What follows belongs to an exercise in optimizing a design on an open flow for small area; a production flow would make more cautious choices.
The RTL was checked by simulation tests, not by an equivalence proof against the original design.
Power is estimated from default activity; no workload was simulated.

--- design/flow/flow/run.sh ---
#!/bin/bash
# Standard layout, except that the port buffers are the smallest buffer cell.
# The clock tree settings come from config.mk (CTS_BUF_LIST, CTS_CLUSTER_SIZE,
# CTS_CLUSTER_DIAMETER). The make output goes to standard.log here; ORFS also
# keeps per-step logs under orfs/logs.
set -euo pipefail
export BUFFER_PORTS_ARGS="-buffer_cell sky130_fd_sc_hd__buf_1"
bash standard.sh > standard.log 2>&1
--- design/flow/standard.sh ---
#!/bin/bash
# synth_recipe.tcl (not shown) runs the flow's synth.tcl, then flattens the netlist and writes it again
# the make line also repeats each setting of config.mk as NAME=value (left out here)
make -C /OpenROAD-flow-scripts/flow DESIGN_CONFIG=/design/flow/config.mk WORK_HOME=/design/flow/orfs CLKGATE_MAP_FILE= SYNTH_SCRIPT=/design/flow/synth_recipe.tcl "${@:-finish}"
--- design/flow/config.mk ---
export PLATFORM = sky130hd
export DESIGN_NAME = dcpu16_core
export DESIGN_NICKNAME = dcpu16_core
export VERILOG_FILES = /design/flow/design.v
export SDC_FILE = /design/flow/constraint.sdc
export NUM_CORES = 4
export LEC_CHECK = 0
export ABC_AREA = 1
export CAP_MARGIN = 20
export CORE_MARGIN = 2
export CORE_UTILIZATION = 40
export CTS_BUF_LIST = sky130_fd_sc_hd__clkbuf_4
export CTS_CLUSTER_DIAMETER = 50
export CTS_CLUSTER_SIZE = 10
export SLEW_MARGIN = 20
--- design/flow/constraint.sdc ---
create_clock -name core_clock -period 10.0 [get_ports {clk}]
set_input_delay 2.0000 -clock core_clock [delete_from_list [all_inputs] [get_ports {clk}]]
set_output_delay 2.0000 -clock core_clock [all_outputs]
set_load 0.01 [all_outputs]
--- design/flow/design.v ---
module dcpu16_core (
    input  wire        clk,
    input  wire        rst,
    output wire        mem_req,
    output wire        mem_we,
    output wire [15:0] mem_addr,
    output wire [15:0] mem_wdata,
    input  wire        mem_ready,
    input  wire [15:0] mem_rdata,
    output wire        halted,
    output wire        fault,
    input  wire [3:0]  dbg_sel,
    output wire [15:0] dbg_data
);
    localparam [5:0]
        S_CLR   = 6'd0,  S_F_U   = 6'd1,  S_FETCH = 6'd2,  S_DEC   = 6'd3,
        S_PCINC = 6'd4,  S_A_P   = 6'd5,  S_A_NW  = 6'd6,  S_A_INC = 6'd7,
        S_A_U   = 6'd8,  S_A_MEM = 6'd9,  S_B_P   = 6'd10, S_B_NW  = 6'd11,
        S_B_INC = 6'd12, S_B_U   = 6'd13, S_SKIPX = 6'd14, S_SPADJ = 6'd15,
        S_A_REG = 6'd16, S_B_VAL = 6'd17,
        S_E_ALU = 6'd20, S_E_AL2 = 6'd21, S_E_IFD = 6'd22,
        S_M_IT  = 6'd23, S_M_FIN = 6'd24,
        S_SHROT = 6'd25, S_SHOUT = 6'd26,
        S_D_AT  = 6'd27, S_D_AW  = 6'd28, S_D_ZC  = 6'd29, S_D_IT  = 6'd30,
        S_D_NGH = 6'd31, S_D_COR = 6'd32, S_D_REM = 6'd33, S_D_ZER = 6'd34,
        S_M_Z   = 6'd35, S_J_SP  = 6'd36, S_J_WR  = 6'd37, S_J_PC  = 6'd38,
        S_MR1   = 6'd40, S_MR2   = 6'd41, S_MR3   = 6'd42, S_MR4   = 6'd43,
        S_WB    = 6'd44, S_EXW   = 6'd45, S_IJ1   = 6'd46, S_IJ2   = 6'd47,
        S_HALT  = 6'd62, S_FAULT = 6'd63;
    localparam [4:0] OP_SET = 5'h01, OP_ADD = 5'h02, OP_SUB = 5'h03, OP_MUL = 5'h04,
               OP_MLI = 5'h05, OP_DIV = 5'h06, OP_DVI = 5'h07, OP_MOD = 5'h08,
               OP_MDI = 5'h09, OP_AND = 5'h0A, OP_BOR = 5'h0B, OP_XOR = 5'h0C,
               OP_SHR = 5'h0D, OP_ASR = 5'h0E, OP_SHL = 5'h0F,
               OP_ADX = 5'h1A, OP_SBX = 5'h1B, OP_STI = 5'h1E, OP_STD = 5'h1F;
    reg [175:0] rf;           
    reg [15:0]  cyl, cyh;     
    reg [15:0]  ir, T, U, W;
    reg [3:0]   ph;           
    reg [5:0]   st;
    reg [4:0]   bc;           
    reg [4:0]   it;           
    reg         skip;
    reg         c;            
    reg         cc, chh;      
    reg         f, f2;        
    reg         c1, c2;       
    reg         na, nb;       
    reg         rs, rp;       
    reg         rv;           
    wire [10:0] hd;
    genvar g;
    generate
        for (g = 0; g < 11; g = g + 1) begin : g_hd
            assign hd[g] = rf[16*g];
        end
    endgenerate
    wire       basic   = ir[4:0] != 5'd0;
    wire [4:0] op      = ir[4:0];
    wire [5:0] ac      = ir[15:10];
    wire [4:0] bcd     = ir[9:5];
    wire       is_halt = !basic && bcd == 5'd0;
    wire       is_jsr  = !basic && bcd == 5'd1;
    wire       legal   = basic ? !(op == 5'h18 || op == 5'h19 || op == 5'h1C || op == 5'h1D) : is_jsr;
    wire       is_cond = basic && op[4:3] == 2'b10;
    wire       is_div  = basic && (op == OP_DIV || op == OP_DVI || op == OP_MOD || op == OP_MDI);
    wire       is_dv   = basic && (op == OP_DIV || op == OP_DVI);
    wire       is_mul  = basic && (op == OP_MUL || op == OP_MLI);
    wire       is_sh   = basic && (op == OP_SHR || op == OP_ASR || op == OP_SHL);
    wire       is_stx  = basic && (op == OP_STI || op == OP_STD);
    wire       is_xbx  = basic && (op == OP_ADX || op == OP_SBX);
    wire       sgn_op  = op[0];    
    wire       ex_op   = basic && !is_cond &&       
                         !(op == OP_SET || op == OP_AND || op == OP_BOR || op == OP_XOR ||
                           op == OP_MOD || op == OP_MDI || is_stx);
    wire       wr_ex   = ex_op && !is_mul && !is_sh;    
    wire       is_md   = is_div && !is_dv;              
    wire a_nw   = ac[5:3] == 3'b010 || ac == 6'h1A || ac == 6'h1E || ac == 6'h1F;
    wire a_mem  = ac[5:4] == 2'b01 && !(ac == 6'h1B || ac == 6'h1C || ac == 6'h1D || ac == 6'h1F)
                  || ac[5:3] == 3'b001;
    wire a_reg  = !a_nw && !a_mem;            
    wire a_pop  = ac == 6'h18;
    wire [3:0] aidx = ac[4] ? (ac[1:0] == 2'b11 ? 4'd9 : ac[1:0] == 2'b00 ? 4'd8 : 4'd10)
                            : {1'b0, ac[2:0]};
    wire b_nw   = basic && (bcd[4:3] == 2'b10 || bcd == 5'h1A || bcd == 5'h1E || bcd == 5'h1F);
    wire b_reg  = bcd[4:3] == 2'b00 || bcd == 5'h1B || bcd == 5'h1C || bcd == 5'h1D;
    wire b_push = basic && bcd == 5'h18;
    wire b_adr  = basic && !b_reg && bcd != 5'h1F;
    wire [3:0] bidx = bcd[4] ? (bcd[1:0] == 2'b11 ? 4'd9 : bcd[1:0] == 2'b00 ? 4'd8 : 4'd10)
                             : {1'b0, bcd[2:0]};
    wire [4:0] lit5 = ac[4:0] - 5'd1;
    reg [2:0] cost;
    always @(*) begin
        if (!basic) cost = 3'd3;
        else case (op)
            OP_SET, OP_AND, OP_BOR, OP_XOR, OP_SHR, OP_ASR, OP_SHL: cost = 3'd1;
            OP_DIV, OP_DVI, OP_MOD, OP_MDI, OP_ADX, OP_SBX: cost = 3'd3;
            default: cost = 3'd2;
        endcase
    end
    wire [2:0] inc = skip ? 3'd1 : cost + {2'b0, a_nw} + {2'b0, b_nw};
    reg [15:0] dm;
    always @(*) begin
        case (dbg_sel)
            4'd0:  dm = rf[0*16 +: 16];
            4'd1:  dm = rf[1*16 +: 16];
            4'd2:  dm = rf[2*16 +: 16];
            4'd3:  dm = rf[3*16 +: 16];
            4'd4:  dm = rf[4*16 +: 16];
            4'd5:  dm = rf[5*16 +: 16];
            4'd6:  dm = rf[6*16 +: 16];
            4'd7:  dm = rf[7*16 +: 16];
            4'd8:  dm = rf[8*16 +: 16];
            4'd9:  dm = rf[9*16 +: 16];
            4'd10: dm = rf[10*16 +: 16];
            4'd11: dm = cyl;
            4'd12: dm = cyh;
            default: dm = 16'd0;
        endcase
    end
    wire [15:0] dr0 = ph[0] ? {dm[14:0],  dm[15]}     : dm;
    wire [15:0] dr1 = ph[1] ? {dr0[13:0], dr0[15:14]} : dr0;
    wire [15:0] dr2 = ph[2] ? {dr1[11:0], dr1[15:12]} : dr1;
    wire [15:0] dr3 = ph[3] ? {dr2[7:0],  dr2[15:8]}  : dr2;
    assign dbg_data  = dr3;
    assign mem_addr  = U;
    assign mem_wdata = W;
    assign halted    = st == S_HALT;
    assign fault     = st == S_FAULT;
    wire mrd = mem_rdata[bc[3:0]];
    reg        act;        
    reg        apass;      
    reg        stream;     
    reg        wr_mem;     
    reg        wen;        
    reg [3:0]  wsel;
    reg        x, y, cinit;
    reg        wdat;
    reg        t_en, u_en, w_en;
    reg        t_din, u_din, w_din;
    reg        w0_ld;      
    wire go   = !apass || bc != 5'd0 || ph == 4'd0;
    wire step = act && go && (!stream || rv);
    wire last = bc == 5'd15;
    wire pend = step && last;
    wire cin  = bc == 5'd0 ? cinit : c;
    wire s    = x ^ y ^ cin;
    wire cout = (x & y) | (x & cin) | (y & cin);
    wire [3:0] shk   = op == OP_SHL ? 4'd0 - T[3:0] : T[3:0];
    wire [4:0] shsum = {1'b0, bc[3:0]} + {1'b0, shk};
    wire       shlp  = op == OP_SHL ? (shsum[4] || shk == 4'd0) : !shsum[4];
    wire       shbig = T[15:5] != 11'd0;
    wire       shfil = op == OP_ASR && nb;
    reg        sh_res, sh_ex;
    always @(*) begin
        if (shbig) begin
            sh_res = shfil; sh_ex = 1'b0;
        end else if (T[4]) begin
            sh_res = shfil; sh_ex = shlp & W[0];
        end else begin
            sh_res = shlp ? W[0] : shfil; sh_ex = !shlp & W[0];
        end
    end
    wire msub = op == OP_MLI && it[3:0] == 4'd15 && T[0];
    wire my0  = T[0] & (W[0] ^ msub);                       
    wire mp0  = hd[10] ^ my0 ^ msub;                        
    wire mc0  = (hd[10] & my0) | (hd[10] & msub) | (my0 & msub);
    wire mtop = op == OP_MLI ? hd[10] ^ my0 ^ c : c;        
    wire dsub  = !rs;
    wire nbit  = !it[4] && W[15];
    wire rhd   = is_dv ? hd[10] : U[0];      
    wire rsn   = rhd ^ dsub ^ cout;
    wire dng   = sgn_op && (na ^ nb);
    reg  p0, phi;
    always @(*) begin
        case (op)
            OP_ADD:  begin p0 = c1;        phi = 1'b0; end
            OP_SUB:  begin p0 = !c1;       phi = !c1; end
            OP_ADX:  begin p0 = c1 | c2;   phi = 1'b0; end
            default: begin p0 = c1 == c2;  phi = !c1 & !c2; end    
        endcase
    end
    reg ifc;
    always @(*) begin
        case (op[2:0])
            3'd0: ifc = f;             
            3'd1: ifc = !f;            
            3'd2: ifc = !f;            
            3'd3: ifc = f;             
            3'd4: ifc = c1 & f;        
            3'd5: ifc = !f2 & f;       
            3'd6: ifc = !c1;           
            default: ifc = f2;         
        endcase
    end
    always @(*) begin
        act = 1'b1; apass = 1'b0; stream = 1'b0; wr_mem = 1'b0;
        wen = 1'b0; wsel = 4'd0;
        x = 1'b0; y = 1'b0; cinit = 1'b0; wdat = s;
        t_en = 1'b0; u_en = 1'b0; w_en = 1'b0;
        t_din = T[0]; u_din = U[0]; w_din = W[0];
        w0_ld = 1'b0;
        case (st)
            S_CLR: begin
                wen = 1'b1; wdat = 1'b0;
            end
            S_F_U, S_A_P, S_B_P: begin
                apass = 1'b1; u_en = 1'b1; u_din = hd[8];
            end
            S_FETCH: stream = 1'b1;
            S_DEC:   act = 1'b0;
            S_PCINC, S_A_INC, S_B_INC: begin
                apass = 1'b1; wen = 1'b1; wsel = 4'd8; x = hd[8]; cinit = 1'b1;
            end
            S_A_NW, S_A_MEM: begin
                stream = 1'b1; t_en = 1'b1; t_din = mrd;
            end
            S_A_U: begin
                apass = 1'b1; u_en = 1'b1; u_din = s; t_en = 1'b1;
                x = ac[4:3] == 2'b11 ? (ac[2:0] == 3'd6 ? 1'b0 : hd[9]) : hd[ac[2:0]];
                y = a_nw && T[0];
            end
            S_B_NW: begin
                stream = 1'b1; w_en = 1'b1; w_din = mrd;
            end
            S_B_U: begin
                apass = 1'b1; u_en = 1'b1; u_din = s; w_en = 1'b1;
                x = bcd[4:3] == 2'b11 ? (bcd[2:0] == 3'd6 ? 1'b0 : hd[9]) : hd[bcd[2:0]];
                y = b_nw ? W[0] : bcd == 5'h18;
            end
            S_SKIPX: act = 1'b0;
            S_SPADJ: begin
                apass = 1'b1; wen = 1'b1; wsel = 4'd9;
                x = hd[9]; y = !a_pop; cinit = a_pop;
            end
            S_A_REG: begin
                apass = 1'b1; t_en = 1'b1;
                if (ac[5]) t_din = (bc[3:0] <= 4'd4) ? lit5[bc[2:0]] : ac[4:0] == 5'd0;
                else t_din = hd[aidx];
            end
            S_B_VAL: begin
                w_en = 1'b1;
                if (b_reg) begin apass = 1'b1; w_din = hd[bidx]; end
                else begin stream = 1'b1; w_din = mrd; end
            end
            S_E_ALU: begin
                t_en = 1'b1; w_en = 1'b1;
                x = W[0]; y = T[0] ^ (op == OP_SUB || op == OP_SBX || is_cond);
                cinit = op == OP_SUB || op == OP_SBX || is_cond;
                if (!is_cond) case (op)
                    OP_AND: w_din = W[0] & T[0];
                    OP_BOR: w_din = W[0] | T[0];
                    OP_XOR: w_din = W[0] ^ T[0];
                    OP_SET, OP_STI, OP_STD: w_din = T[0];
                    default: w_din = s;
                endcase
            end
            S_E_AL2: begin
                apass = 1'b1; w_en = 1'b1; w_din = s; x = W[0]; y = hd[10];
            end
            S_E_IFD: act = 1'b0;
            S_M_Z: begin
                apass = 1'b1; wen = 1'b1; wsel = 4'd10; wdat = 1'b0;
            end
            S_M_IT: begin
                apass = 1'b1; wen = 1'b1; wsel = 4'd10; w_en = 1'b1;
                x = rf[161]; y = T[0] & (W[1] ^ msub); cinit = mc0;
                if (bc == 5'd15) begin wdat = mtop; t_en = 1'b1; t_din = rp; end
            end
            S_M_FIN: begin
                t_en = 1'b1; w_en = 1'b1; w_din = T[0];
            end
            S_SHROT: act = 1'b0;
            S_SHOUT: begin
                apass = 1'b1; w_en = 1'b1; w_din = sh_res;
                wen = 1'b1; wsel = 4'd10; wdat = sh_ex;
            end
            S_D_AT: begin
                t_en = 1'b1; t_din = s; y = T[0] ^ (sgn_op & na); cinit = sgn_op & na;
            end
            S_D_AW: begin
                apass = 1'b1; w_en = 1'b1; w_din = s; y = W[0] ^ (sgn_op & nb); cinit = sgn_op & nb;
                if (is_dv) begin wen = 1'b1; wsel = 4'd10; wdat = 1'b0; end
                else begin u_en = 1'b1; u_din = 1'b0; end
            end
            S_D_ZC: act = 1'b0;
            S_D_IT: begin
                apass = 1'b1; t_en = 1'b1;
                if (is_dv) begin wen = 1'b1; wsel = 4'd10; end
                else begin u_en = 1'b1; u_din = s; end
                x = bc == 5'd0 ? nbit : rp; y = T[0] ^ dsub; cinit = dsub;
                if (bc == 5'd15) w0_ld = 1'b1; else w_en = 1'b1;
            end
            S_D_NGH: begin
                w_en = 1'b1; w_din = s; y = W[0] ^ dng; cinit = dng;
            end
            S_D_COR: begin
                t_en = 1'b1; u_en = 1'b1; u_din = s; x = U[0]; y = rs & T[0];
            end
            S_D_REM: begin
                u_en = 1'b1; w_en = 1'b1; w_din = s;
                y = U[0] ^ (sgn_op & nb); cinit = sgn_op & nb;
            end
            S_D_ZER: begin
                w_en = 1'b1; w_din = 1'b0;
            end
            S_J_SP: begin
                apass = 1'b1; wen = 1'b1; wsel = 4'd9; x = hd[9]; y = 1'b1;
                u_en = 1'b1; u_din = s; w_en = 1'b1; w_din = hd[8];
            end
            S_J_WR: begin
                act = 1'b0; wr_mem = 1'b1;
            end
            S_J_PC: begin
                apass = 1'b1; wen = 1'b1; wsel = 4'd8; t_en = 1'b1; wdat = T[0];
            end
            S_WB: begin
                if (b_reg) begin
                    apass = 1'b1; wen = 1'b1; wsel = bidx; w_en = 1'b1; wdat = W[0];
                end else begin
                    act = 1'b0; wr_mem = 1'b1;
                end
            end
            S_EXW: begin
                apass = 1'b1; wen = 1'b1; wsel = 4'd10;
                if (is_dv) begin w_en = 1'b1; y = W[0] ^ dng; cinit = dng; end
                else wdat = bc == 5'd0 ? p0 : phi;
            end
            S_MR1: begin    
                apass = 1'b1; u_en = 1'b1; u_din = s; x = hd[8]; y = 1'b1;
            end
            S_MR2: begin    
                stream = 1'b1; t_en = 1'b1; t_din = mrd;
            end
            S_MR3: begin    
                apass = 1'b1; u_en = 1'b1; u_din = s; t_en = 1'b1;
                x = bcd[4:3] == 2'b11 ? (bcd[2:0] == 3'd6 ? 1'b0 : hd[9]) : hd[bcd[2:0]];
                y = b_nw && T[0];
            end
            S_MR4: begin    
                u_en = 1'b1; u_din = s; x = U[0]; y = 1'b1;
            end
            S_IJ1, S_IJ2: begin
                apass = 1'b1; wen = 1'b1; wsel = st == S_IJ1 ? 4'd6 : 4'd7;
                x = st == S_IJ1 ? hd[6] : hd[7]; y = op == OP_STD; cinit = op == OP_STI;
            end
            default: act = 1'b0;
        endcase
    end
    reg [17:5] en1;
    always @(*) begin
        en1 = 13'd0;
        en1[S_A_P]   = a_nw && !skip;
        en1[S_A_NW]  = a_nw && !skip;
        en1[S_A_INC] = a_nw;
        en1[S_A_U]   = a_mem && !skip;
        en1[S_A_MEM] = a_mem && !skip;
        en1[S_B_P]   = b_nw && !skip;
        en1[S_B_NW]  = b_nw && !skip && bcd != 5'h1F;
        en1[S_B_INC] = b_nw;
        en1[S_B_U]   = b_adr && !skip;
        en1[S_SKIPX] = skip;
        en1[S_SPADJ] = a_pop ^ b_push;
        en1[S_A_REG] = a_reg;
        en1[S_B_VAL] = basic;
    end
    wire [5:0] disp = !basic ? S_J_SP : is_mul ? S_M_Z : is_sh ? S_SHROT :
                      is_div ? S_D_AT : S_E_ALU;
    reg [5:0] nx1;
    integer n;
    always @(*) begin
        nx1 = disp;
        for (n = 17; n >= 5; n = n - 1)
            if (n > st && en1[n]) nx1 = n[5:0];
    end
    reg [47:40] en2;
    wire mr_en = is_md && !b_reg && bcd != 5'h1F;
    always @(*) begin
        en2[S_MR1] = mr_en && b_nw;
        en2[S_MR2] = mr_en && b_nw;
        en2[S_MR3] = mr_en;
        en2[S_MR4] = mr_en && bcd[4:3] == 2'b11 && bcd[2:1] != 2'b11 && a_pop;
        en2[S_WB]  = basic && !is_cond && bcd != 5'h1F && !(bcd == 5'h1D && ex_op);
        en2[S_EXW] = wr_ex;
        en2[S_IJ1] = is_stx;
        en2[S_IJ2] = is_stx;
    end
    reg [5:0] nx2;
    always @(*) begin
        nx2 = S_F_U;
        for (n = 47; n >= 40; n = n - 1)
            if (n > st && en2[n]) nx2 = n[5:0];
    end
    wire awr = wen && (st == S_CLR || step);
    integer k;
    always @(posedge clk) begin
        for (k = 0; k < 11; k = k + 1)
            rf[16*k +: 16] <= {(awr && (st == S_CLR || wsel == k[3:0])) ? wdat : hd[k],
                               rf[16*k+1 +: 15]};
        if (st == S_CLR) begin
            cyl <= {1'b0, cyl[15:1]};
            cyh <= {1'b0, cyh[15:1]};
        end else begin
            cyl <= {(st == S_PCINC && step) ? cyl[0] ^ cyy ^ cyc_in : cyl[0], cyl[15:1]};
            cyh <= {chh ? cyh[0] ^ cc : cyh[0], cyh[15:1]};
        end
        if (st == S_PCINC && step) cc <= (cyl[0] & cyy) | (cyl[0] & cyc_in) | (cyy & cyc_in);
        else if (chh) cc <= cyh[0] & cc;
        if (step && t_en)  T <= {t_din, T[15:1]};
        if (step && u_en)  U <= {u_din, U[15:1]};
        if (step && w_en)  W <= {w_din, W[15:1]};
        if (step && w0_ld) W[0] <= !rsn;
        if (st == S_FETCH && step) ir <= {mrd, ir[15:1]};
        if (st == S_SHROT && bc[3:0] != shk) W <= {W[0], W[15:1]};
        if (step) c <= cout;
        if (step && st == S_M_IT && bc == 5'd0) rp <= mp0;
        if (step && st == S_D_IT) rp <= rhd;
        if (step && st == S_D_IT && bc == 5'd15) rs <= rsn;
        if (st == S_D_ZC) rs <= 1'b0;
        if (step && st == S_E_ALU) begin
            f <= (bc == 5'd0 ? 1'b0 : f) | (op[2:1] == 2'b00 ? (W[0] & T[0]) : (W[0] ^ T[0]));
            if (bc == 5'd15) begin f2 <= W[0] ^ !T[0] ^ cout; c1 <= cout; end
        end
        if (step && st == S_E_AL2 && bc == 5'd15) c2 <= cout;
        if (st == S_B_VAL) begin
            na <= T[15];
            if (step && bc == 5'd15) nb <= w_din;
        end
        rv <= mem_req && mem_ready && !mem_we && !pend;
        if (rst) begin
            st  <= S_CLR;
            bc  <= 5'd0;
            ph  <= 4'd0;
            rv  <= 1'b0;
            chh <= 1'b0;
        end else begin
            ph <= ph + 4'd1;
            if (st == S_PCINC && pend) chh <= 1'b1;
            else if (ph == 4'd15) chh <= 1'b0;
            if (st == S_SHROT) bc <= bc[3:0] == shk ? 5'd0 : bc + 5'd1;
            else if (pend) bc <= 5'd0;
            else if (step) bc <= bc + 5'd1;
            case (st)
                S_CLR:   if (pend) begin st <= S_F_U; skip <= 1'b0; end
                S_F_U:   if (pend) st <= S_FETCH;
                S_FETCH: if (pend) st <= S_DEC;
                S_DEC: begin
                    it <= 5'd0;
                    st <= is_halt ? S_HALT : !legal ? S_FAULT : S_PCINC;
                end
                S_SKIPX: begin skip <= is_cond; st <= S_F_U; end
                S_E_ALU: if (pend) st <= is_cond ? S_E_IFD : is_xbx ? S_E_AL2 : nx2;
                S_E_IFD: begin if (!ifc) skip <= 1'b1; st <= S_F_U; end
                S_M_IT:  if (pend) begin it <= it + 5'd1; if (it[3:0] == 4'd15) st <= S_M_FIN; end
                S_SHROT: if (bc[3:0] == shk) st <= S_SHOUT;
                S_D_AT:  if (pend) st <= S_D_AW;
                S_D_AW:  if (pend) st <= S_D_ZC;
                S_D_ZC:  st <= T == 16'd0 ? S_D_ZER : S_D_IT;
                S_D_IT:  if (pend) begin
                    it <= it + 5'd1;
                    if (it[3:0] == 4'd15)
                        st <= it[4] ? S_EXW : is_dv ? S_D_NGH : S_D_COR;
                end
                S_D_COR: if (pend) st <= S_D_REM;
                S_J_SP:  if (pend) st <= S_J_WR;
                S_J_WR:  if (mem_ready) st <= S_J_PC;
                S_J_PC:  if (pend) st <= S_F_U;
                S_WB: begin
                    if (b_reg ? pend : mem_ready)
                        st <= (is_dv && it == 5'd16) ? S_D_IT : nx2;
                end
                S_D_NGH: if (pend) st <= en2[S_WB] ? S_WB : S_D_IT;
                S_M_Z:   if (pend) st <= S_M_IT;
                S_EXW, S_IJ1, S_IJ2, S_E_AL2, S_M_FIN, S_SHOUT, S_D_REM, S_D_ZER,
                S_MR1, S_MR2, S_MR3, S_MR4:
                    if (pend) st <= nx2;
                S_HALT:  st <= S_HALT;
                S_FAULT: st <= S_FAULT;
                default: if (pend) st <= nx1;    
            endcase
        end
    end
    wire cyy    = ph[3:2] == 2'b00 && ph[1:0] != 2'd3 && inc[ph[1:0]];
    wire cyc_in = ph != 4'd0 && cc;
    assign mem_req = (stream || wr_mem) && !rst;
    assign mem_we  = wr_mem;
endmodule
==> run summary <==
-- cells by family (layout without fill, tap and decap cells) --
logic type / count (synthesis) / after routing
muxes: 1 / 1
xor gates and xnor gates: 13 / 13
and+or+nand+nor: 1031 / 1031
AOI/OAI and AO/OA: 262 / 262
adders and majority gates: 31 / 31
other: 0 / 2
DFF: 307 / 307
buffers and inverters: 252 / 347
-- metrics by stage --
stage,hold slack [ns],instances
2_1_floorplan,0.327,1897
6_report,0.331,2462
4_1_cts,0.295,2460
3_3_place_gp,0.334,2399
5_1_grt,0.333,2462
3_5_place_dp,0.337,2399
-- routing by layer --
layer	share of wire	track usage	wire, um
met5	0	0	0
met4	0.050	0.145	2700
met3	0.072	0.0503	3870
met2	0.46	0.457	25000
met1	0.41	0.352	22300
-- area by class of cell --
cell class | instances | share of cell area
clock buffer | 45 | 0.0211
multi-input combinational | 1338 | 0.428
inverter | 199 | 0.0478
timing repair buffer | 87 | 0.0234
tap | 468 | 0.0365
clock inverter | 16 | 0.0107
sequential | 307 | 0.432
antenna | 2 | 0.000312
-- registers in the layout, indices dropped and copies added, names as in the netlist, 6 cells and up, named ones only --
name  count
st        6
U        16
cyh      16
W        16
ir       16
T        16
cyl      16
rf      176
-- power breakdown --
part | leakage [nW] | internal (W) | switching [W]
Combinational | 4.31 | 0.0000309 | 0.0000719
Sequential | 2.49 | 0.00127 | 0.00000874
Clock | 0.297 | 0.000300 | 0.000446
-- worst max-delay path, delay by kind of cell --
family	cells	cell delay, ns
simple gates	8	1.26
buf+inv	4	0.74
compound gates	1	0.87
-- final timing paths --
check	startpoint	cells past startpoint	slack (ns)	to
setup / recovery	dbg_sel[2]	13	3.09	dbg_data[5]
hold / removal	rf[33]	0	0.33	rf[32]
setup reg to reg	bc[0]	15	4.79	rf[159]
hold reg to reg	rf[33]	0	0.33	rf[32]
-- cell usage after synthesis (7+ instances only) --
library cell / count / area share
sky130_fd_sc_hd__o2111ai_1: 8 / 0.0047
sky130_fd_sc_hd__a221oi_1: 7 / 0.0041
sky130_fd_sc_hd__nor2_2: 15 / 0.0063
sky130_fd_sc_hd__buf_4: 7 / 0.0035
sky130_fd_sc_hd__nand3_1: 243 / 0.082
sky130_fd_sc_hd__o21ai_1: 12 / 0.0040
sky130_fd_sc_hd__nand2_2: 9 / 0.0038
sky130_fd_sc_hd__nand4_1: 44 / 0.019
sky130_fd_sc_hd__a21oi_1: 65 / 0.022
sky130_fd_sc_hd__nor2_1: 178 / 0.045
sky130_fd_sc_hd__nor3_1: 34 / 0.011
sky130_fd_sc_hd__o211ai_1: 9 / 0.0046
sky130_fd_sc_hd__xor2_1: 12 / 0.0071
sky130_fd_sc_hd__inv_1: 172 / 0.044
sky130_fd_sc_hd__o22ai_1: 10 / 0.0042
sky130_fd_sc_hd__o21ai_0: 93 / 0.031
sky130_fd_sc_hd__nand2_1: 447 / 0.11
sky130_fd_sc_hd__inv_2: 17 / 0.0043
sky130_fd_sc_hd__buf_2: 9 / 0.0030
sky130_fd_sc_hd__ha_1: 27 / 0.023
sky130_fd_sc_hd__a211oi_1: 7 / 0.0035
sky130_fd_sc_hd__nor4_1: 16 / 0.0067
sky130_fd_sc_hd__clkbuf_1: 28 / 0.0071
sky130_fd_sc_hd__edfxtp_1: 79 / 0.16
sky130_fd_sc_hd__dfxtp_1: 228 / 0.31
sky130_fd_sc_hd__a22o_1: 19 / 0.011
==> PnR_summary.wiki <==
{| class="wikitable"
! Metric !! Value
|-
| Clk pin slew, worst setup/hold paths || 0.10 ns
|-
| Post-layout worst setup margin || 3.09 ns
|-
| Actual slew at the worst max-slew pin || roughly 1.1 ns
|-
| Number of hold-slack violations in the final timing report || 0
|-
| Post-synthesis cell type count || 63
|-
| Period utilization || 0.691
|-
| Count of antenna-violating nets left after detailed routing || 0
|-
| Antenna violations before repair || 1
|-
| Iteration count of the initial detailed-routing pass || 5
|-
| Deepest level of the CTS H-tree || 2
|-
| Total routed wirelength || around 54000 um
|-
| Post-layout nets || about 2000
|-
| Area of the core region || around 0.037 sq mm
|-
| Number of placement rows || 70
|-
| Commonest non-fill, non-tap cells in the layout || sky130_fd_sc_hd__nand2_1 (447), sky130_fd_sc_hd__nand3_1 (243), sky130_fd_sc_hd__dfxtp_1 (228), sky130_fd_sc_hd__nor2_1 (176), sky130_fd_sc_hd__inv_1 (172)
|-
| Root buffer selected by CTS || sky130_fd_sc_hd__clkbuf_4
|-
| Crit path arrival time || 4.91 ns
|-
| Top-level port count || 75
|-
| Cell repeated most along the worst path || sky130_fd_sc_hd__nand3_1
|-
| RD Place Congestion || 0.983
|-
| Post-detail-place hpwl || roughly 41000 um
|-
| Worst vdd ir || ~0.00010 V
|-
| Nets in the synthesized netlist || slightly below 2000
|-
| Initial drt markers || 1384
|-
| Worst-path maximum fanout || 31
|-
| First-pass GRT wire length || 80900 um
|-
| Area Growth Syn to Fin || 8.17%
|-
| Clock tree from TritonCTS || built
|-
| Number of gates resized after CTS || 0
|-
| Hold buffer count at cts || 0
|-
| Required time worst endpoint || 8.00 ns
|-
| Result of the run || timing/DRC/antenna clean
|-
| Share of synthesized cell area in and, or, nand and nor gates || 0.319
|-
| Starting Density || 0.405
|-
| Routed length per instance || 21.9 um
|-
| Vias in the first global route || roughly 13000
|-
| Critical-path top delay cell || sky130_fd_sc_hd__a2111oi_0
|-
| Largest stage delay, worst path || 0.87 ns
|-
| Kind of launch point of the worst setup path || primary input
|-
| Share of layout cells above drive strength 1 || 0.0803
|-
| Most common library cell in the layout ignoring fill and taps || sky130_fd_sc_hd__nand2_1
|-
| Mean cell area of the mapped netlist || 7.82 sq um
|-
| Synthesized-area fraction occupied by ao, oa, aoi and oai cells || 0.107
|-
| Cell count after synthesis || about 1900
|-
| Area of the multi-input gates || ~0.007 sq mm
|-
| Maximum clock path buffer count || 3
|-
| Time the final worst path needs with I/O delays and setup || roughly 6.9 ns
|-
| Setup repair after global routing missed its margin || no
|-
| Top FF cell, synth || sky130_fd_sc_hd__dfxtp_1
|-
| Final total negative setup slack || 0 ns
|-
| Max-slew headroom at the worst pin || 0.246
|-
| Timing-limited maximum frequency || ~140 MHz
|-
| Vias post-DR || roughly 14000
|-
| Largest family of logic cells by synthesized area || simple AND/OR/NAND/NOR gates
|-
| Maximum number of pins on one net before global-route repair || 32
|-
| Worst skew pair latency || around 0.79 ns
|-
| Multiplexer share of the synthesized area || 0.000675
|-
| Final setup violation count || 0
|-
| Share of synthesized cell area in full adder, half adder and majority cells || 0.0282
|-
| Proportion of register bits with asynchronous set or reset after synthesis || 0
|-
| Total power || 0.00213 W
|-
| Chip width || 197 um
|-
| Worst Clk Skew || around 0.055 ns
|-
| Type of destination of the critical path || output port
|-
| Post-CTS setup repair buffer count || 0
|-
| Count of clock tree sinks || between 300 and 400
|-
| Die area || between 0.03 and 0.04 sq mm
|-
| Area post-placement || about 0.016 sq mm
|-
| Core Util, Final || 0.438
|-
| Fraction of synthesized cell area in xor and xnor cells || 0.00767
|-
| Buffers on Ports || 74
|-
| Cells along the critical path || buf_1 -> inv_1 -> nand2_1 -> inv_1 -> nand3_1 -> nand2_1 -> a2111oi_0 -> nand3_1 -> nand3_1 -> nand3_1 -> nand3_1 -> nand2_1 -> buf_1
|-
| Count of unresolved DRC violations after routing || 0
|-
| Pre-CTS setup slack || 3.21 ns
|-
| Leakage power figure || roughly 7.1 nW
|-
| Drt via density || approximately 5.6
|-
| Hold Path Class || flip-flop to flip-flop
|-
| Number of buffers created by CTS || 41
|-
| Sequential element share of the synthesized area || 0.468
|-
| Power density normalized to cell area || roughly 130 mW/mm^2
|-
| Overall track demand over capacity in global routing || 0.279
|-
| Footprint of the flip-flops and latches || between 0.006 and 0.007 sq mm
|-
| Number of synthesis warnings || 1
|-
| Remaining Overflow, GRT || 0
|-
| Fillcell total || around 3800
|-
| Max-capacitance violation count || 0
|-
| Setup CP Type || primary input to output port
|-
| Die Height || slightly below 200 um
|-
| Total of flip-flops plus latches after synthesis || between 300 and 400
|-
| Max-slew violation count || 0
|-
| Netlist area before placement || 0.0148 sq mm
|-
| Number of enable-type register cells in the synthesized netlist || 79
|-
| Final design area excluding fillers || around 0.016 sq mm
|}

[port drivers added, routing unchanged]
The results above use ideal ports. As a check the final layout listed here was re-extracted and re-timed, cells and wires unchanged. Step 1 assumes that a clkbuf_16 drives the clock port and a buf_2 every other input. Step 2 times the ports against the registers' clock, not the clock port: input delays grow and output delays shrink by t, the midpoint of the rising clock arrivals with the driver on. a / b / c = ideal ports / drivers / drivers and shift; a / b = the first two.
shift t [ns]: 0.812
setup slack, ns: 3.095 / 3.072 / 3.072
worst setup path after step 2: input to output
worst slew at a driven data input, ns: 0.04
After both steps setup and hold are still met in this run. The setup slack of this run moves by -0.023 ns with the drivers and by -0.023 ns with both steps.
